Background: an optimization exercise with open tools, aiming at small area, a short achievable clock period and few clock cycles per item. Do not read the settings as production practice. Function was not checked in any run shown here: the RTL went through the layout flow alone. Power and IR drop assume default switching activity. No driver is modelled on the clock port, so clocking that relies on it looks cheaper here than on a real chip.

<file path="flow/config.mk">
export PLATFORM = sky130hd
export DESIGN_NAME = cnet_req_framer
export DESIGN_NICKNAME = cnet_req_framer
export VERILOG_FILES = /design/flow/design.v
export SDC_FILE = /design/flow/constraint.sdc
export NUM_CORES = 4
export LEC_CHECK = 0
export CAP_MARGIN = 20
export CORE_MARGIN = 2
export CORE_UTILIZATION = 40
export SLEW_MARGIN = 20
</file>
<file path="flow/constraint.sdc">
create_clock -name core_clock -period 10.0 [get_ports {clk}]
set_input_delay 2.0000 -clock core_clock [delete_from_list [all_inputs] [get_ports {clk}]]
set_output_delay 2.0000 -clock core_clock [all_outputs]
set_load 0.01 [all_outputs]
</file>
<file path="flow/run.sh">
#!/bin/bash
# synth_recipe.tcl (not shown) runs the flow's synth.tcl, then flattens the netlist and writes it again
# the make line also repeats each setting of config.mk as NAME=value (left out here)
make -C /OpenROAD-flow-scripts/flow DESIGN_CONFIG=/design/flow/config.mk WORK_HOME=/design/flow/orfs CLKGATE_MAP_FILE= SYNTH_SCRIPT=/design/flow/synth_recipe.tcl finish
</file>
<file path="flow/design.v">
module cnet_req_framer #(
    parameter FRAME_CAP = 128,
    parameter NAME_CAP  = 16,
    parameter DATA_CAP  = FRAME_CAP - NAME_CAP - 11,
    parameter ADDR_MAX  = NAME_CAP - 3
) (
    input  wire                    clk,
    input  wire                    rst,
    input  wire                    req_valid,
    output wire                    req_ready,
    input  wire [1:0]              req_kind,       
    input  wire [7:0]              req_station,
    input  wire [3:0]              req_dev,        
    input  wire [2:0]              req_size,       
    input  wire [7:0]              req_count,
    input  wire [3:0]              req_addr_len,   
    input  wire [8*ADDR_MAX-1:0]   req_addr,       
    input  wire [6:0]              req_data_len,   
    input  wire [8*DATA_CAP-1:0]   req_data,       
    output wire                    tx_valid,
    input  wire                    tx_ready,
    output wire [7:0]              tx_data,
    output wire                    tx_last
);
    localparam NG = (DATA_CAP + 7) / 8;    
    reg [1:0]            s_kind;
    reg [7:0]            s_station;
    reg [3:0]            s_dev;
    reg [2:0]            s_size;
    reg [7:0]            s_count;
    reg [3:0]            s_alen;
    reg [8*ADDR_MAX-1:0] s_addr;
    reg [6:0]            s_dlen;
    reg [8*DATA_CAP-1:0] s_data;
    reg       ld_en;     
    reg       free;      
    reg [7:0]    lo;
    reg [1:0]    gh, ga;
    reg [NG-1:0] gd;
    reg          cnt, eot, act;
    reg       p_valid;
    reg [7:0] p_byte;
    reg       p_addr;    
    reg       p_data;    
    reg       o_valid, o_last;
    reg [7:0] o_data;
    reg       k_valid, k_last;    
    reg [7:0] k_data;
    assign req_ready = free;
    assign tx_valid  = o_valid;
    assign tx_data   = o_data;
    assign tx_last   = o_last;
    function [7:0] devletter(input [3:0] d);
        case (d)
            4'd0:  devletter = 8'h50;  
            4'd1:  devletter = 8'h4D;  
            4'd2:  devletter = 8'h4B;  
            4'd3:  devletter = 8'h46;  
            4'd4:  devletter = 8'h54;  
            4'd5:  devletter = 8'h43;  
            4'd6:  devletter = 8'h4C;  
            4'd7:  devletter = 8'h4E;  
            4'd8:  devletter = 8'h44;  
            4'd9:  devletter = 8'h55;  
            4'd10: devletter = 8'h5A;  
            4'd11: devletter = 8'h52;  
            default: devletter = 8'h00;
        endcase
    endfunction
    function [7:0] sizeletter(input [2:0] s);
        case (s)
            3'd0: sizeletter = 8'h58;  
            3'd1: sizeletter = 8'h42;  
            3'd2: sizeletter = 8'h57;  
            3'd3: sizeletter = 8'h44;  
            3'd4: sizeletter = 8'h4C;  
            default: sizeletter = 8'h00;
        endcase
    endfunction
    wire [4:0] nl = 5'd3 + {1'b0, s_alen};
    wire [8*16-1:0] hdr = {
        24'h000000,
        sizeletter(s_size),
        devletter(s_dev),
        8'h25,
        4'h3, nl[3:0],
        7'h18, nl[4],
        4'h3, s_count[3:0],
        4'h3, s_count[7:4],
        s_kind[1] ? 8'h42 : 8'h53,
        8'h53,
        s_kind[0] ? 8'h57 : 8'h52,
        4'h3, s_station[3:0],
        4'h3, s_station[7:4],
        8'h05
    };
    reg [7:0] f_byte, grp;
    integer g, j;
    always @* begin
        f_byte = eot ? 8'h04 : 8'h00;
        for (g = 0; g < 2; g = g + 1) begin
            grp = 8'h00;
            for (j = 0; j < 8; j = j + 1)
                grp = grp | ({8{lo[j]}} & hdr[8*(8*g+j) +: 8]);
            f_byte = f_byte | ({8{gh[g]}} & grp);
        end
        for (g = 0; g < 2; g = g + 1) begin
            grp = 8'h00;
            for (j = 0; j < 8; j = j + 1)
                if (8*g + j < ADDR_MAX)
                    grp = grp | ({8{lo[j]}} & s_addr[8*(8*g+j) +: 8]);
            f_byte = f_byte | ({8{ga[g]}} & grp);
        end
        for (g = 0; g < NG; g = g + 1) begin
            grp = 8'h00;
            for (j = 0; j < 8; j = j + 1)
                if (8*g + j < DATA_CAP)
                    grp = grp | ({8{lo[j]}} & s_data[8*(8*g+j) +: 8]);
            f_byte = f_byte | ({8{gd[g]}} & grp);
        end
    end
    wire [7:0] c_byte = p_data ? {p_byte[7:4] + 4'h3, p_byte[3:0]} : p_byte;
    wire       c_eot  = (c_byte == 8'h04);
    wire       c_emit = p_valid && !((p_addr || p_data) && c_byte == 8'h00);
    wire       kill   = p_valid && (p_addr || p_data) && c_eot;
    wire adv     = !k_valid;              
    wire consume = o_valid && tx_ready;
    wire acc     = req_valid && free;
    wire b_kind   = s_kind[1];
    wire has_data = s_kind[0] && (s_dlen != 7'd0);
    wire has_addr = (s_alen != 4'd0);
    wire [7:0]    lo_nx = {lo[6:0], lo[7]};
    wire [1:0]    ga_nx = lo[7] ? {ga[0], 1'b0} : ga;
    wire [NG-1:0] gd_nx = lo[7] ? {gd[NG-2:0], 1'b0} : gd;
    wire [7:0]    alen_lo = 8'd1 << s_alen[2:0];
    wire [1:0]    alen_g  = 2'd1 << s_alen[3];
    wire [7:0]    dlen_lo = 8'd1 << s_dlen[2:0];
    wire [15:0]   dlen_g  = 16'd1 << s_dlen[6:3];
    wire a_last = |(lo_nx & alen_lo) && |(ga_nx & alen_g);
    wire d_last = |(lo_nx & dlen_lo) && |(gd_nx & dlen_g[NG-1:0]);
    wire hdr_skip = b_kind && !cnt && gh[0] && lo[5];
    wire hdr_end  = gh[1] && lo[4];
    wire cnt_end  = cnt && lo[7];
    wire addr_end = |ga && a_last;
    wire data_end = |gd && d_last;
    wire go_data_c = has_data;               
    wire go_eot_c  = !has_data;
    wire go_cnt_a  = b_kind;                 
    wire go_data_a = !b_kind && has_data;
    wire go_eot_a  = !b_kind && !has_data;
    wire go_addr_h = has_addr;               
    wire go_cnt_h  = !has_addr && go_cnt_a;
    wire go_data_h = !has_addr && go_data_a;
    wire go_eot_h  = !has_addr && go_eot_a;
    reg [7:0]    lo_n;
    reg [1:0]    gh_n, ga_n;
    reg [NG-1:0] gd_n;
    reg          cnt_n, eot_n, act_n;
    reg          to_addr, to_cnt, to_data, to_eot;
    always @* begin
        lo_n  = lo;  gh_n = gh;  ga_n = ga;  gd_n = gd;
        cnt_n = cnt; eot_n = eot; act_n = act;
        to_addr = 1'b0; to_cnt = 1'b0; to_data = 1'b0; to_eot = 1'b0;
        if (hdr_end) begin
            to_addr = go_addr_h; to_cnt = go_cnt_h; to_data = go_data_h; to_eot = go_eot_h;
        end else if (addr_end) begin
            to_cnt = go_cnt_a; to_data = go_data_a; to_eot = go_eot_a;
        end else if (cnt_end) begin
            to_data = go_data_c; to_eot = go_eot_c;
        end else if (data_end) begin
            to_eot = 1'b1;
        end
        if (acc) begin
            lo_n = 8'd1; gh_n = 2'b01; ga_n = 2'b00; gd_n = {NG{1'b0}};
            cnt_n = 1'b0; eot_n = 1'b0; act_n = 1'b1;
        end else if (adv && (kill || eot)) begin
            lo_n = 8'd0; gh_n = 2'b00; ga_n = 2'b00; gd_n = {NG{1'b0}};
            cnt_n = 1'b0; eot_n = 1'b0; act_n = 1'b0;
        end else if (adv) begin
            if (hdr_skip) begin
                lo_n = 8'd1; gh_n = 2'b10;
            end else if (to_addr | to_cnt | to_data | to_eot) begin
                lo_n  = to_cnt ? 8'h40 : (to_eot ? 8'h00 : 8'h01);
                gh_n  = {1'b0, to_cnt};
                ga_n  = {1'b0, to_addr};
                gd_n  = {{(NG-1){1'b0}}, to_data};
                cnt_n = to_cnt;
                eot_n = to_eot;
            end else begin
                lo_n = lo_nx;
                gh_n = lo[7] ? {gh[0], 1'b0} : gh;
                ga_n = ga_nx;
                gd_n = gd_nx;
            end
        end
    end
    reg       o_valid_n, k_valid_n;
    always @* begin
        o_valid_n = o_valid;
        k_valid_n = k_valid;
        if (k_valid) begin
            if (consume) k_valid_n = 1'b0;
        end else if (c_emit) begin
            if (!o_valid || consume) o_valid_n = 1'b1;
            else                     k_valid_n = 1'b1;
        end else if (consume) begin
            o_valid_n = 1'b0;
        end
    end
    always @(posedge clk) begin
        if (ld_en) begin
            s_kind    <= req_kind;
            s_station <= req_station;
            s_dev     <= req_dev;
            s_size    <= req_size;
            s_count   <= req_count;
            s_alen    <= req_addr_len;
            s_addr    <= req_addr;
            s_dlen    <= req_data_len;
            s_data    <= req_data;
        end
        if (adv) begin
            p_byte <= f_byte;
            p_addr <= |ga;
            p_data <= |gd;
        end
        if (k_valid) begin
            if (consume) begin
                o_data <= k_data;
                o_last <= k_last;
            end
        end else if (c_emit) begin
            if (!o_valid || consume) begin
                o_data <= c_byte;
                o_last <= c_eot;
            end else begin
                k_data <= c_byte;
                k_last <= c_eot;
            end
        end
        if (rst) begin
            lo      <= 8'd0;
            gh      <= 2'b00;
            ga      <= 2'b00;
            gd      <= {NG{1'b0}};
            cnt     <= 1'b0;
            eot     <= 1'b0;
            act     <= 1'b0;
            p_valid <= 1'b0;
            o_valid <= 1'b0;
            k_valid <= 1'b0;
            ld_en   <= 1'b1;
            free    <= 1'b1;
        end else begin
            lo      <= lo_n;
            gh      <= gh_n;
            ga      <= ga_n;
            gd      <= gd_n;
            cnt     <= cnt_n;
            eot     <= eot_n;
            act     <= act_n;
            if (adv)
                p_valid <= act && !kill;
            o_valid <= o_valid_n;
            k_valid <= k_valid_n;
            ld_en   <= !act_n || eot_n;
            free    <= !act_n || (eot_n && !k_valid_n);
        end
    end
endmodule
</file>
==> impl_metrics.csv, run 1 <==
group,metric,value,unit
status,outcome,"finished clean",
setup_path,rr_startpoint,"lo[2]",
timing,tightest_slew,1130,ps
floorplanning,fp-row-count,111,
timing,timing.final.hold_violations,0,
setup_path,worst_setup_path_end_kind,"primary output",
placement,place_inst,4179,
routing,postRouteAntennaNets,0,
timing,finalCriticalPeriod,3720,ps
pwr,pwr_density_cell,188,nW/µm²
pwr,power.total,9.73,mW
min_path,worst_hold_path_cells,2,
clocking,ctsHoldBuffers,0,
timing,achievable-frequency,269,MHz
synthesis,post_synthesis_net_count,3034,
clocking,postCtsSetupBuffers,0,
setup_path,crit_required,8000,ps
synthesis,ys.warnings.count,1,
finish,flow.area_growth_from_synthesis,38.8,%
clocking,clk_pin_slew_worst_paths,60,ps
global_route,grt_start_max_net_pins,200,
routing,wire_per_inst,32.6,µm
setup_path,slowest_delay,640,ps
finish,final_cell_count_no_fill,4416,
clocking,clock-sinks,1015,
timing,grt_setup_unrepaired,"no",
timing,worst_slew_margin_rel,24.7,%
setup_path,cpLargestDelayFamily,"buffers and inverters",
clocking,cts.path.max_buffers,3,
setup_path,critPathLaunchType,"flip-flop",
global_route,grt_antenna_before_repair,59,
setup_path,cpMaxStageDelayCell,"sky130_fd_sc_hd__clkdlybuf4s50_1",
setup_path,worst-path-stages,1,
min_path,min_path_type,"reg2reg",
placement,dp_slack,5910,ps
routing,num_vias,25200,
synthesis,synth_top_flop_cell,"sky130_fd_sc_hd__edfxtp_1",
timing,final_report_setup_violation_count,0,
routing,route.final.wire_length,144000,µm
clocking,root_buffer,"sky130_fd_sc_hd__clkbuf_16",
placement,hpwl,104000,µm
clocking,post_cts_resized,0,
finish,layout.nets,4007,
global_route,first_pass_grt_wire_length,193000,µm
routing,pre_repair_dr_iteration_count,9,
setup_path,timing.critical_path.from,"o_valid",
global_route,first_global_vias,25700,
clocking,clock_tree.htree_level_count,3,
clocking,cts_tree,"built",
pwr,cellLeakagePower,17.6,nW
synthesis,netlist_instances,2072,
floorplanning,die_w,309,µm
timing,final_max_slew_viol_count,0,
routing,detail_route.vias_per_cell,5.71,
setup_path,cp_data_arrival_time,1720,ps
placement,routabilityCongestion,0.934,
finish,fin_util,56.3,%
floorplanning,core_area,91900,µm²
floorplanning,floorplan.die_area,95600,µm²
placement,portBuffers,962,
finish,drive_above_1_share,7.31,%
timing,timing.clock.skew,19.5,ps
floorplanning,floorplan.die.height,309,µm
routing,drcViolationCount,0,
synthesis,yosys.cell_types.count,74,
setup_path,timing.setup.critical_path_class,"reg2out",
global_route,grt_overflow,0,
min_path,min_from,"p_valid",
synthesis,post_synth_instance_area,37300,µm²
clocking,numCtsBuffers,107,
run,drv_cap,0,
routing,drtIter0Drc,2905,
setup_path,critPathMaxFanout,7,
setup_path,path_cells,"clkdlybuf4s50_1",
clocking,clock_latency,680,ps
synthesis,postSynthRegisterBits,1015,
synthesis,fraction_of_synthesis_flops_using_an_asynchronous_set_or_reset_pin,0,%
setup_path,reg2reg_depth,8,
pwr,ir_drop,0.122,mV
timing,post-route-period-util,37.2,%
synthesis,synth_enable_flop_cells,976,
timing,worst_setup_slack_after_layout,6280,ps
synthesis,synth.yosys.seq_area_share,80.7,%
floorplanning,io-pin-count,963,
timing,fin_tns_setup,0,ps
synthesis,synthesis.area_per_instance,18.0,µm²
setup_path,path_buf_inv,1,
floorplanning,starting_density,40.5,%
global_route,global_route_usage_over_all_layers,29.1,%
-- cell families (layout without fill, tap and decap cells) --
| kind of cell | count (synthesis) | count (layout) | share of synthesized area, % |
|---|---|---|---|
| DFF | 1015 | 1015 | 80.7 |
| and+or+nand+nor | 236 | 236 | 3.45 |
| xor gates and xnor gates | 9 | 9 | 0.232 |
| AOI/OAI and AO/OA | 628 | 628 | 12.9 |
| buffers and inverters | 152 | 1213 | 1.63 |
| muxes | 22 | 22 | 0.718 |
| adders and majority gates | 10 | 10 | 0.336 |
| other | 0 | 40 | 0 |
-- cells in the final DEF, fill, tap and decap left out, types with 6 or more instances in the layout --
master                            count
sky130_fd_sc_hd__a21oi_1             28
sky130_fd_sc_hd__a221oi_1            17
sky130_fd_sc_hd__a222oi_1            23
sky130_fd_sc_hd__a22o_1              26
sky130_fd_sc_hd__a22oi_1            459
sky130_fd_sc_hd__a32oi_1              6
sky130_fd_sc_hd__a41oi_1             10
sky130_fd_sc_hd__buf_4               36
sky130_fd_sc_hd__bufinv_16            8
sky130_fd_sc_hd__clkbuf_1            22
sky130_fd_sc_hd__clkbuf_16          111
sky130_fd_sc_hd__clkdlybuf4s50_1    962
sky130_fd_sc_hd__clkinv_1            29
sky130_fd_sc_hd__clkinv_2            18
sky130_fd_sc_hd__dfxtp_1             30
sky130_fd_sc_hd__dfxtp_4              9
sky130_fd_sc_hd__diode_2             40
sky130_fd_sc_hd__edfxtp_1           976
sky130_fd_sc_hd__ha_1                10
sky130_fd_sc_hd__inv_1               14
sky130_fd_sc_hd__mux2_2              13
sky130_fd_sc_hd__nand2_1             47
sky130_fd_sc_hd__nand3_1             11
sky130_fd_sc_hd__nand4_1            106
sky130_fd_sc_hd__nor2_1              32
sky130_fd_sc_hd__nor3_1               6
sky130_fd_sc_hd__o21ai_0             13
sky130_fd_sc_hd__xnor2_1              6
-- per-layer routing --
metal / vias to the layer above / wire, µm / GRT usage [%]
met5: - / 368 / 0
met4: 52 / 4700 / 11.3
met3: 279 / 12800 / 8.01
met2: 1371 / 74300 / 50.9
met1: 12700 / 51700 / 34.0
li1: 10800 / - / -
-- stage by stage --
stage | hold slack [ps] | cell area (µm²)
finish | 466 | 51700
global route | 498 | 51700
CTS | 469 | 51600
detailed placement | 463 | 48300
global placement | 456 | 48300
floorplan | 441 | 37300
-- Yosys cell counts (10+ instances only) --
master	number	area [µm²]
sky130_fd_sc_hd__a21oi_1	28	140
sky130_fd_sc_hd__a221oi_1	17	149
sky130_fd_sc_hd__a222oi_1	23	230
sky130_fd_sc_hd__a22o_1	26	228
sky130_fd_sc_hd__a22oi_1	459	3450
sky130_fd_sc_hd__a41oi_1	10	87.6
sky130_fd_sc_hd__buf_1	32	120
sky130_fd_sc_hd__clkbuf_1	97	364
sky130_fd_sc_hd__dfxtp_1	39	781
sky130_fd_sc_hd__edfxtp_1	976	29300
sky130_fd_sc_hd__ha_1	10	125
sky130_fd_sc_hd__inv_1	14	52.6
sky130_fd_sc_hd__mux2_2	13	146
sky130_fd_sc_hd__nand2_1	47	176
sky130_fd_sc_hd__nand3_1	11	55.1
sky130_fd_sc_hd__nand4_1	106	663
sky130_fd_sc_hd__nor2_1	32	120
sky130_fd_sc_hd__o21ai_0	13	65.1
-- final timing paths --
path               end  slack [ps]
max           tx_valid        6280
min            p_valid         470
max reg2reg  p_byte[4]        6650
min reg2reg    p_valid         470
-- power by group --
part           switching (mW)  total [mW]  internal [mW]
clock network            1.63        3.85           2.22
logic                   0.296       0.684          0.388
registers               0.133        5.19           5.06
-- sequential cells by signal, summed over array words and instances (netlist names), 4 cells and up --
register	count
s_addr	104
lo	8
s_dlen	7
k_data	8
s_data	808
o_data	8
s_count	8
s_station	8
s_alen	4
s_dev	4
devletter$func$/design/flow/design.v:84$5476.$result	6
gd	13
p_byte	8
-- layout make-up --
| type | count | area, µm² |
|---|---|---|
| Antenna cell | 40 | 100 |
| Clock buffer | 133 | 2860 |
| Clock inverter | 64 | 512 |
| Fill cell | 7324 | 40200 |
| Inverter | 15 | 56.3 |
| Multi-Input combinational cell | 905 | 6580 |
| Sequential cell | 1015 | 30100 |
| Tap cell | 1243 | 1560 |
| Timing Repair Buffer | 1001 | 9960 |
==> run 2: changes to the inputs <==
==> flow/flow/run.sh (new file) <==
#!/bin/bash
# The standard layout, with plain buf_1 cells as the port buffers (every
# input and output port still gets one) instead of the delay buffer that
# buffer_ports picks by default.
set -euo pipefail
export BUFFER_PORTS_ARGS="-buffer_cell sky130_fd_sc_hd__buf_1"
bash standard.sh > standard.log 2>&1
==> flow/standard.sh (new file) <==
#!/bin/bash
# synth_recipe.tcl (not shown) runs the flow's synth.tcl, then flattens the netlist and writes it again
# the make line also repeats each setting of config.mk as NAME=value (left out here)
make -C /OpenROAD-flow-scripts/flow DESIGN_CONFIG=/design/flow/config.mk WORK_HOME=/design/flow/orfs CLKGATE_MAP_FILE= SYNTH_SCRIPT=/design/flow/synth_recipe.tcl "${@:-finish}"
removed: flow/run.sh
==> run 2 against run 1 <==
  * Critical endpoint unchanged
  * Cell count is 0.45% lower
  * Via count is 0.17% higher
  * Total power is 4.4% lower
  * Non-clock buffer count is 2 lower
  * Still clean on timing, DRC and antenna
  * Utilization is 6.8 points lower
  * Global-route usage is 0.98 points lower
  * Critical path depth stayed put
  * Register-to-register slack better by 50 ps
  * Synthesized cell count stayed put
  * Fmax is 11% higher
==> impl_metrics.csv, run 2 <==
group,metric,value,unit
clocking,cts.path.max_buffers,3,
finish,reg_with_most_ffs,"s_data",
floorplanning,floorplan.die_area,95600,µm²
pwr,cellInternalPower,7.27,mW
pwr,p_seq_share,55.9,%
placement,hpwl,99800,µm
floorplanning,starting_density,40.5,%
pwr,ir_drop,0.144,mV
timing,fin_tns_setup,0,ps
timing,post-route-period-util,33.5,%
synthesis,synth_enable_flop_cells,976,
routing,postRouteAntennaNets,0,
synthesis,synth.yosys.seq_area_share,80.7,%
pwr,power_switching_share,21.8,%
synthesis,yosys.area.top_type,"sky130_fd_sc_hd__edfxtp_1",
timing,timing.clock.skew,16.2,ps
finish,flip_flop_count_of_the_largest_register_after_layout,808,
floorplanning,io-pin-count,963,
synthesis,yosys.area.top_type_share,78.6,%
finish,multiInputGateArea,6590,µm²
timing,achievable-frequency,298,MHz
synthesis,fraction_of_synthesis_flops_using_an_asynchronous_set_or_reset_pin,0,%
synthesis,synthMostInstantiatedCell,"sky130_fd_sc_hd__edfxtp_1",
setup_path,critPathMaxFanout,7,
global_route,grt_start_max_net_pins,216,
pwr,switch_pwr,2.03,mW
timing,tightest_slew,1120,ps
timing,timing.final.hold_violations,0,
routing,detail_route.vias_per_cell,5.74,
setup_path,slowest_delay,430,ps
clocking,cts_tree,"built",
clocking,clk_pin_slew_worst_paths,60,ps
global_route,first_pass_grt_wire_length,188000,µm
finish,fin_util,49.5,%
floorplanning,die_w,309,µm
clocking,clock-sinks,1015,
pwr,pwr_density_cell,204,nW/µm²
placement,routabilityCongestion,0.913,
global_route,grt_antenna_before_repair,49,
timing,finalCriticalPeriod,3350,ps
setup_path,cpLargestDelayFamily,"flip-flops",
global_route,first_global_vias,25500,
synthesis,ys.warnings.count,1,
synthesis,synth_top_flop_cell,"sky130_fd_sc_hd__edfxtp_1",
routing,drtIter0Drc,3225,
synthesis,yosys.cell_types.count,74,
finish,layout.nets,4003,
setup_path,crit_required,8000,ps
setup_path,critPathLaunchType,"flip-flop",
setup_path,cpMaxStageDelayCell,"sky130_fd_sc_hd__dfxtp_1",
run,drv_cap,0,
setup_path,cp_data_arrival_time,1350,ps
timing,worst_slew_margin_rel,25.1,%
clocking,ctsHoldBuffers,0,
finish,flow.area_growth_from_synthesis,22.1,%
synthesis,netlist_instances,2072,
synthesis,synthesis.area_per_instance,18.0,µm²
synthesis,netlist_top_cells_count,"sky130_fd_sc_hd__edfxtp_1 (976), sky130_fd_sc_hd__a22oi_1 (459), sky130_fd_sc_hd__nand4_1 (106), sky130_fd_sc_hd__clkbuf_1 (97), sky130_fd_sc_hd__nand2_1 (47)",
finish,final_cell_area,45500,µm²
placement,portBuffers,962,
routing,route.final.wire_length,139000,µm
timing,final_report_setup_violation_count,0,
floorplanning,fp-row-count,111,
pwr,combinationalPowerShare,4.9,%
routing,drcViolationCount,0,
timing,worst_setup_slack_after_layout,6650,ps
finish,nFillCells,8012,
clocking,post_cts_resized,0,
synthesis,yosys-top-cells-area,"sky130_fd_sc_hd__edfxtp_1 (79%), sky130_fd_sc_hd__a22oi_1 (9.2%), sky130_fd_sc_hd__dfxtp_1 (2.1%), sky130_fd_sc_hd__nand4_1 (1.8%), sky130_fd_sc_hd__clkbuf_1 (0.98%)",
clocking,clock_tree.htree_level_count,3,
min_path,min_path_type,"reg2reg",
finish,final_cell_mix,"sky130_fd_sc_hd__edfxtp_1 (976), sky130_fd_sc_hd__buf_1 (962), sky130_fd_sc_hd__a22oi_1 (459)",
placement,dp_slack,6310,ps
setup_path,path_buf_inv,1,
setup_path,path_cells,"buf_1",
routing,wire_per_inst,31.7,µm
floorplanning,floorplan.die.height,309,µm
pwr,share_clk_of_total_power,39.3,%
finish,reg_top3,"s_data (808), s_addr (104), gd (13)",
timing,grt_setup_unrepaired,"no",
timing,final_max_slew_viol_count,0,
finish,drive_above_1_share,6.93,%
timing,worst_hold_slack,466,ps
synthesis,post_synth_instance_area,37300,µm²
status,outcome,"finished clean",
clocking,postCtsSetupBuffers,0,
global_route,global_route_usage_over_all_layers,28.1,%
synthesis,post_synthesis_net_count,3034,
setup_path,worst_setup_path_end_kind,"primary output",
routing,pre_repair_dr_iteration_count,8,
synthesis,postSynthRegisterBits,1015,
routing,num_vias,25200,
finish,final-seq-area,30100,µm²
finish,layout_commonest_cell,"sky130_fd_sc_hd__edfxtp_1",
clocking,numCtsBuffers,105,
clocking,root_buffer,"sky130_fd_sc_hd__clkbuf_16",
global_route,grt_overflow,0,
pwr,cellLeakagePower,14.8,nW
floorplanning,core_area,91900,µm²
clocking,clock_latency,670,ps
setup_path,timing.setup.critical_path_class,"reg2out",
placement,dp_area,42200,µm²
## run 2: layout make-up
cell class                 instances  area share [%]
inverter                          15           0.124
clock inverter                    54           0.905
sequential                      1015            66.2
clock buffer                     128            5.97
timing repair buffer             999            8.69
antenna                           37           0.204
tap                             1243            3.42
multi-input combinational        905            14.5
## run 2: path summary, 6_finish.rpt
check / slack (ps) / depth (start not counted) / to / startpoint
hold reg to reg: 470 / 2 / p_valid / p_valid
hold / removal: 470 / 2 / p_valid / p_valid
setup / recovery: 6650 / 1 / tx_valid / o_valid
setup reg to reg: 6700 / 8 / gd[3] / lo[7]
## run 2: power groups by stage
stage	clock [mW]	combinational [mW]	sequential, mW
3_5_place_dp	0	0.453	5.28
2_1_floorplan	0	0.105	5.37
5_1_grt	3.88	0.490	5.22
4_1_cts	3.71	0.455	5.19
3_3_place_gp	0	0.440	5.26
6_report	3.65	0.455	5.19
## run 2: metrics by stage
stage	instances	total power [mW]
2_1_floorplan	2072	5.47
3_3_place_gp	4175	5.71
3_5_place_dp	4175	5.73
4_1_cts	4357	9.35
5_1_grt	4385	9.58
6_report	4396	9.30
## run 2: kinds of logic after synthesis
kind of cell | Yosys count | synth area share, %
DFF | 1015 | 80.7
AOI/OAI and AO/OA | 628 | 12.9
and+or+nand+nor | 236 | 3.45
buffers and inverters | 152 | 1.63
muxes | 22 | 0.718
adders and majority gates | 10 | 0.336
xor gates and xnor gates | 9 | 0.232
## run 2: routing by layer
metal	GRT usage [%]	vias up	wire (µm)
li1	-	10800	-
met1	33.9	12700	51300
met2	47.9	1479	69900
met3	7.88	262	12800
met4	11.0	34	5050
met5	0	-	236
==> run 3: changes to the inputs <==
--- a/flow/design.v
+++ b/flow/design.v
@@ -38,9 +38,11 @@
     reg [1:0]    gh, ga;
     reg [NG-1:0] gd;
-    reg          cnt, eot, act;
+    reg          start, cnt, eot, act, lastf;
     reg       p_valid;
     reg [7:0] p_byte;
     reg       p_addr;    
     reg       p_data;    
+    reg       drop;      
+    reg       killq;     
     reg       o_valid, o_last;
     reg [7:0] o_data;
@@ -93,10 +95,10 @@
         4'h3, s_station[3:0],
         4'h3, s_station[7:4],
-        8'h05
+        8'h00
     };
     reg [7:0] f_byte, grp;
     integer g, j;
     always @* begin
-        f_byte = eot ? 8'h04 : 8'h00;
+        f_byte = (eot ? 8'h04 : 8'h00) | (start ? 8'h05 : 8'h00);
         for (g = 0; g < 2; g = g + 1) begin
             grp = 8'h00;
@@ -122,6 +124,6 @@
     wire [7:0] c_byte = p_data ? {p_byte[7:4] + 4'h3, p_byte[3:0]} : p_byte;
     wire       c_eot  = (c_byte == 8'h04);
-    wire       c_emit = p_valid && !((p_addr || p_data) && c_byte == 8'h00);
-    wire       kill   = p_valid && (p_addr || p_data) && c_eot;
+    wire       c_emit = p_valid && !drop && !((p_addr || p_data) && c_byte == 8'h00);
+    wire       early  = p_valid && !drop && (p_addr || p_data) && c_eot;
     wire adv     = !k_valid;              
     wire consume = o_valid && tx_ready;
@@ -130,18 +132,18 @@
     wire has_data = s_kind[0] && (s_dlen != 7'd0);
     wire has_addr = (s_alen != 4'd0);
-    wire [7:0]    lo_nx = {lo[6:0], lo[7]};
-    wire [1:0]    ga_nx = lo[7] ? {ga[0], 1'b0} : ga;
-    wire [NG-1:0] gd_nx = lo[7] ? {gd[NG-2:0], 1'b0} : gd;
+    wire          lo_w   = lo[6] | lo[7];
+    wire [7:0]    lo_2   = {lo[5:0], lo[7:6]};
+    wire [1:0]    ga_2   = lo_w ? {ga[0], 1'b0} : ga;
+    wire [NG-1:0] gd_2   = lo_w ? {gd[NG-2:0], 1'b0} : gd;
     wire [7:0]    alen_lo = 8'd1 << s_alen[2:0];
     wire [1:0]    alen_g  = 2'd1 << s_alen[3];
     wire [7:0]    dlen_lo = 8'd1 << s_dlen[2:0];
     wire [15:0]   dlen_g  = 16'd1 << s_dlen[6:3];
-    wire a_last = |(lo_nx & alen_lo) && |(ga_nx & alen_g);
-    wire d_last = |(lo_nx & dlen_lo) && |(gd_nx & dlen_g[NG-1:0]);
+    wire a_last2 = |(lo_2 & alen_lo) && |(ga_2 & alen_g);
+    wire d_last2 = |(lo_2 & dlen_lo) && |(gd_2 & dlen_g[NG-1:0]);
     wire hdr_skip = b_kind && !cnt && gh[0] && lo[5];
     wire hdr_end  = gh[1] && lo[4];
     wire cnt_end  = cnt && lo[7];
-    wire addr_end = |ga && a_last;
-    wire data_end = |gd && d_last;
+    wire fld_end  = lastf && (|ga || |gd);
     wire go_data_c = has_data;               
     wire go_eot_c  = !has_data;
@@ -156,27 +158,27 @@
     reg [1:0]    gh_n, ga_n;
     reg [NG-1:0] gd_n;
-    reg          cnt_n, eot_n, act_n;
+    reg          start_n, cnt_n, eot_n, act_n, lastf_n;
     reg          to_addr, to_cnt, to_data, to_eot;
     always @* begin
         lo_n  = lo;  gh_n = gh;  ga_n = ga;  gd_n = gd;
-        cnt_n = cnt; eot_n = eot; act_n = act;
+        start_n = start; cnt_n = cnt; eot_n = eot; act_n = act; lastf_n = lastf;
         to_addr = 1'b0; to_cnt = 1'b0; to_data = 1'b0; to_eot = 1'b0;
         if (hdr_end) begin
             to_addr = go_addr_h; to_cnt = go_cnt_h; to_data = go_data_h; to_eot = go_eot_h;
-        end else if (addr_end) begin
-            to_cnt = go_cnt_a; to_data = go_data_a; to_eot = go_eot_a;
         end else if (cnt_end) begin
             to_data = go_data_c; to_eot = go_eot_c;
-        end else if (data_end) begin
-            to_eot = 1'b1;
-        end
-        if (acc) begin
-            lo_n = 8'd1; gh_n = 2'b01; ga_n = 2'b00; gd_n = {NG{1'b0}};
-            cnt_n = 1'b0; eot_n = 1'b0; act_n = 1'b1;
-        end else if (adv && (kill || eot)) begin
-            lo_n = 8'd0; gh_n = 2'b00; ga_n = 2'b00; gd_n = {NG{1'b0}};
-            cnt_n = 1'b0; eot_n = 1'b0; act_n = 1'b0;
-        end else if (adv) begin
-            if (hdr_skip) begin
+        end else if (fld_end) begin
+            if (|ga) begin
+                to_cnt = go_cnt_a; to_data = go_data_a; to_eot = go_eot_a;
+            end else
+                to_eot = 1'b1;
+        end
+        if (adv) begin
+            if (eot || killq) begin
+                lo_n = 8'd0; gh_n = 2'b00; ga_n = 2'b00; gd_n = {NG{1'b0}};
+                start_n = 1'b0; cnt_n = 1'b0; eot_n = 1'b0; act_n = 1'b0;
+            end else if (start) begin
+                start_n = 1'b0; lo_n = 8'd2; gh_n = 2'b01;
+            end else if (hdr_skip) begin
                 lo_n = 8'd1; gh_n = 2'b10;
             end else if (to_addr | to_cnt | to_data | to_eot) begin
@@ -188,9 +190,15 @@
                 eot_n = to_eot;
             end else begin
-                lo_n = lo_nx;
+                lo_n = {lo[6:0], lo[7]};
                 gh_n = lo[7] ? {gh[0], 1'b0} : gh;
-                ga_n = ga_nx;
-                gd_n = gd_nx;
-            end
+                ga_n = lo[7] ? {ga[0], 1'b0} : ga;
+                gd_n = lo[7] ? {gd[NG-2:0], 1'b0} : gd;
+            end
+            lastf_n = to_addr ? (s_alen == 4'd1) :
+                      to_data ? (s_dlen == 7'd1) :
+                      (|ga)   ? a_last2 : d_last2;
+        end
+        if (acc) begin
+            start_n = 1'b1; eot_n = 1'b0; act_n = 1'b1;
         end
     end
@@ -244,7 +252,11 @@
             ga      <= 2'b00;
             gd      <= {NG{1'b0}};
+            start   <= 1'b0;
             cnt     <= 1'b0;
             eot     <= 1'b0;
             act     <= 1'b0;
+            lastf   <= 1'b0;
+            drop    <= 1'b0;
+            killq   <= 1'b0;
             p_valid <= 1'b0;
             o_valid <= 1'b0;
@@ -257,9 +269,15 @@
             ga      <= ga_n;
             gd      <= gd_n;
+            start   <= start_n;
             cnt     <= cnt_n;
             eot     <= eot_n;
             act     <= act_n;
-            if (adv)
-                p_valid <= act && !kill;
+            lastf   <= lastf_n;
+            if (adv) begin
+                p_valid <= act && !killq;
+                drop    <= early;
+            end
+            if (adv || acc)
+                killq <= adv && early && !acc;
             o_valid <= o_valid_n;
             k_valid <= k_valid_n;
==> flow/flow/run.sh (replaced) <==
#!/bin/bash
# The standard ORFS layout (standard.sh, unchanged synthesis) with three
# settings of its own:
#  - port buffers: plain buf_1 cells (every input and output port still gets
#    one) instead of the delay buffer that buffer_ports picks by default;
#  - clock tree: sink clusters of up to 30 flip-flops, no dummy loads;
#  - timing repair aims at 7 ns of setup slack (the SDC is unchanged).
set -euo pipefail
export BUFFER_PORTS_ARGS="-buffer_cell sky130_fd_sc_hd__buf_1"
export CTS_ARGS="-sink_clustering_enable -repair_clock_nets -sink_clustering_size 30 -sink_clustering_max_diameter 150 -dont_use_dummy_load"
export SETUP_SLACK_MARGIN=7
bash standard.sh > standard.log 2>&1
==> run 3 against run 2 <==
  * First-iteration DRC count rose by 16%
  * Register-to-register slack improved by 60 ps
  * Cell count fell by 1.8%
  * Total power fell by 18%
  * Largest power group unchanged
==> impl_metrics.csv, run 3 <==
group,metric,value,unit
pwr,cellLeakagePower,14.1,nW
synthesis,post_synth_instance_area,37500,µm²
placement,dp_area,42500,µm²
finish,layout_commonest_cell,"sky130_fd_sc_hd__edfxtp_1",
floorplanning,floorplan.die_area,96300,µm²
synthesis,netlist_top_cells_count,"sky130_fd_sc_hd__edfxtp_1 (976), sky130_fd_sc_hd__a22oi_1 (475), sky130_fd_sc_hd__nand4_1 (106), sky130_fd_sc_hd__clkbuf_1 (98), sky130_fd_sc_hd__nand2_1 (46)",
placement,portBuffers,962,
pwr,pwr_density_cell,173,nW/µm²
clocking,numCtsBuffers,39,
floorplanning,core_area,93200,µm²
setup_path,worst_r2r_endpoint,"p_byte[4]",
min_path,min_from,"drop",
clocking,clk_pin_slew_worst_paths,120,ps
synthesis,ys.warnings.count,1,
timing,post-route-period-util,32.4,%
timing,tightest_slew,1030,ps
routing,postRouteAntennaNets,0,
global_route,grt_overflow,0,
finish,nFillCells,8273,
timing,final_report_setup_violation_count,0,
synthesis,postSynthRegisterBits,1019,
min_path,worst_hold_path_cells,2,
min_path,hold_path_end,"drop",
global_route,grt_antenna_before_repair,64,
clocking,cts_tree,"built",
floorplanning,io-pin-count,963,
global_route,first_global_vias,24700,
placement,routabilityCongestion,0.955,
timing,fin_tns_setup,0,ps
finish,final_cell_count_no_fill,4316,
routing,drtIter0Drc,3727,
synthesis,synthMostInstantiatedCell,"sky130_fd_sc_hd__edfxtp_1",
setup_path,timing.setup.critical_path_class,"reg2reg",
finish,drive_above_1_share,4.55,%
finish,multiInputGateArea,6760,µm²
finish,final-seq-area,30200,µm²
timing,timing.clock.skew,23.5,ps
clocking,cts.path.max_buffers,3,
setup_path,rr_startpoint,"lo[1]",
finish,final_cell_area,43900,µm²
routing,drcViolationCount,0,
timing,worst_slew_margin_rel,31.5,%
finish,reg_top3,"s_data (808), s_addr (104), gd (13)",
setup_path,worst_setup_path_end_kind,"flip-flop",
min_path,min_path_type,"reg2reg",
synthesis,synthesis.area_per_instance,17.8,µm²
timing,achievable-frequency,309,MHz
synthesis,yosys-top-cells-area,"sky130_fd_sc_hd__edfxtp_1 (78%), sky130_fd_sc_hd__a22oi_1 (9.5%), sky130_fd_sc_hd__dfxtp_1 (2.3%), sky130_fd_sc_hd__nand4_1 (1.8%), sky130_fd_sc_hd__clkbuf_1 (0.98%)",
floorplanning,starting_density,40.3,%
timing,finalCriticalPeriod,3240,ps
timing,grt_setup_unrepaired,"yes",
timing,timing.final.hold_violations,0,
synthesis,synth.yosys.seq_area_share,80.4,%
global_route,global_route_usage_over_all_layers,27.5,%
clocking,ctsHoldBuffers,0,
finish,reg_with_most_ffs,"s_data",
setup_path,crit_required,10370,ps
routing,route.final.wire_length,139000,µm
status,outcome,"finished clean",
setup_path,r2r_slack,6760,ps
global_route,grt_start_max_net_pins,196,
setup_path,reg2reg_depth,6,
synthesis,yosys.area.top_type_share,78.1,%
synthesis,synth_top_flop_cell,"sky130_fd_sc_hd__edfxtp_1",
placement,hpwl,98300,µm
placement,place_inst,4218,
clocking,root_buffer,"sky130_fd_sc_hd__clkbuf_16",
floorplanning,die_w,310,µm
setup_path,cp_data_arrival_time,3610,ps
finish,flip_flop_count_of_the_largest_register_after_layout,808,
clocking,clock-sinks,1019,
routing,wire_per_inst,32.2,µm
routing,pre_repair_dr_iteration_count,8,
setup_path,critPathMaxFanout,53,
clocking,clock_tree.htree_level_count,2,
synthesis,synth_enable_flop_cells,976,
routing,detail_route.vias_per_cell,5.87,
setup_path,critPathLaunchType,"flip-flop",
synthesis,yosys.area.top_type,"sky130_fd_sc_hd__edfxtp_1",
synthesis,netlist_instances,2104,
clocking,clock_latency,650,ps
synthesis,fraction_of_synthesis_flops_using_an_asynchronous_set_or_reset_pin,0,%
timing,final_max_slew_viol_count,0,
synthesis,post_synthesis_net_count,3067,
finish,layout.nets,3973,
floorplanning,fp-row-count,112,
synthesis,yosys.cell_types.count,65,
global_route,first_pass_grt_wire_length,183000,µm
pwr,ir_drop,0.124,mV
floorplanning,floorplan.die.height,310,µm
run,drv_cap,0,
finish,final_cell_mix,"sky130_fd_sc_hd__edfxtp_1 (976), sky130_fd_sc_hd__buf_1 (952), sky130_fd_sc_hd__a22oi_1 (474)",
routing,num_vias,25300,
finish,flow.area_growth_from_synthesis,16.9,%
run 3: kinds of logic (layout without fill, tap and decap cells):
logic type	count (synthesis)	after routing	synth area share (%)
mux	28	28	0.907
compound gates	627	627	12.7
buf+inv	162	1066	1.71
simple gates	251	251	3.78
xor+xnor	6	6	0.140
other cells	0	54	0
fa+ha+maj	11	11	0.367
flops	1019	1019	80.4
run 3: area by class of cell:
class                   count  area share, %
flip-flops and latches   1019           68.9
clock buffers              39           2.23
diodes                     54          0.308
repair buffers           1007           9.43
well taps                1254           3.58
multi-input cells         923           15.4
inverters                  20          0.171
run 3: worst max path at each step:
| stage | cells past startpoint | to | start |
|---|---|---|---|
| floorplan | 6 | flip-flop | ld_en |
| global placement | 7 | gd[4] | rst |
| detailed placement | 7 | gd[8] | rst |
| CTS | 1 | tx_data[4] | o_data[4] |
| global route | 1 | tx_data[4] | o_data[4] |
| finish | 6 | p_byte[4] | lo[1] |
run 3: worst max-delay path, stage by stage (launching register included):
cell and delay [ps]:
sky130_fd_sc_hd__dfxtp_4 510, sky130_fd_sc_hd__buf_12 300, sky130_fd_sc_hd__or4_1 560, sky130_fd_sc_hd__a211o_1 240
sky130_fd_sc_hd__a222oi_1 770, sky130_fd_sc_hd__nand4_1 220, sky130_fd_sc_hd__nand4b_1 260
run 3: timing repair:
item,4_1_cts,5_1_grt
setup buffers,2,3
resized for setup,24,26
setup endpoints to repair,312,500
pin swaps,2,3
run 3: where the power goes:
| part | switching (mW) | internal (mW) | total [mW] |
|---|---|---|---|
| clock | 1.24 | 0.710 | 1.95 |
| sequential | 0.138 | 5.07 | 5.21 |
| combinational | 0.290 | 0.145 | 0.435 |
run 3: layer usage:
| metal | up-vias | global-route usage (%) | wire length (µm) |
|---|---|---|---|
| li1 | 10700 | - | - |
| met1 | 12900 | 36.0 | 52600 |
| met2 | 1568 | 45.3 | 68600 |
| met3 | 244 | 5.55 | 12900 |
| met4 | 20 | 10.5 | 4540 |
| met5 | - | 0 | 139 |
run 3: stage by stage:
step | util [%] | hold slack, ps | worst slack (ps) | total power [mW]
after detailed placement | 45.6 | 459 | 6280 | 5.72
after global placement | 45.6 | 455 | 6280 | 5.69
after CTS | 46.8 | 477 | 6720 | 7.61
final | 47.1 | 475 | 6760 | 7.59
after global routing | 47.0 | 494 | 6730 | 7.81
after floorplan | - | 437 | 1920 | 5.48

==> re-timing with driven ports <==
In the flow no input, the clock included, has a driving cell. The finished layouts below were timed again as built, in two steps. Step 1 (the two cells are an assumption about what drives the block):
set clk [get_ports {clk}]
set_driving_cell -lib_cell sky130_fd_sc_hd__clkbuf_16 $clk
set_driving_cell -lib_cell sky130_fd_sc_hd__buf_2 [delete_from_list [all_inputs] $clk]
Step 2, shift: input delay + t, output delay - t, t = (earliest + latest rising clock arrival at the registers) / 2. This alone moves slack from input paths to output paths. Slacks: ideal / step 1 / step 2; pairs: ideal / step 1.
| run | t (ns) | setup slack, ns | hold slack, ns | worst register clock-pin slew, ns |
|---|---|---|---|---|
| run 1 | 0.738 | 6.278 / 6.208 / 5.778 | 0.466 / 0.466 / 0.466 | 0.07 / 0.07 |
| run 2 | 0.728 | 6.650 / 6.583 / 6.192 | 0.466 / 0.466 / 0.466 | 0.07 / 0.07 |
| run 3 | 0.702 | 6.761 / 6.729 / 6.447 | 0.475 / 0.475 / 0.475 | 0.12 / 0.12 |
After both steps setup and hold are still met in every run listed. The setup slack of run 1, which loses most, moves by -0.070 ns with the drivers and by -0.500 ns with both steps.
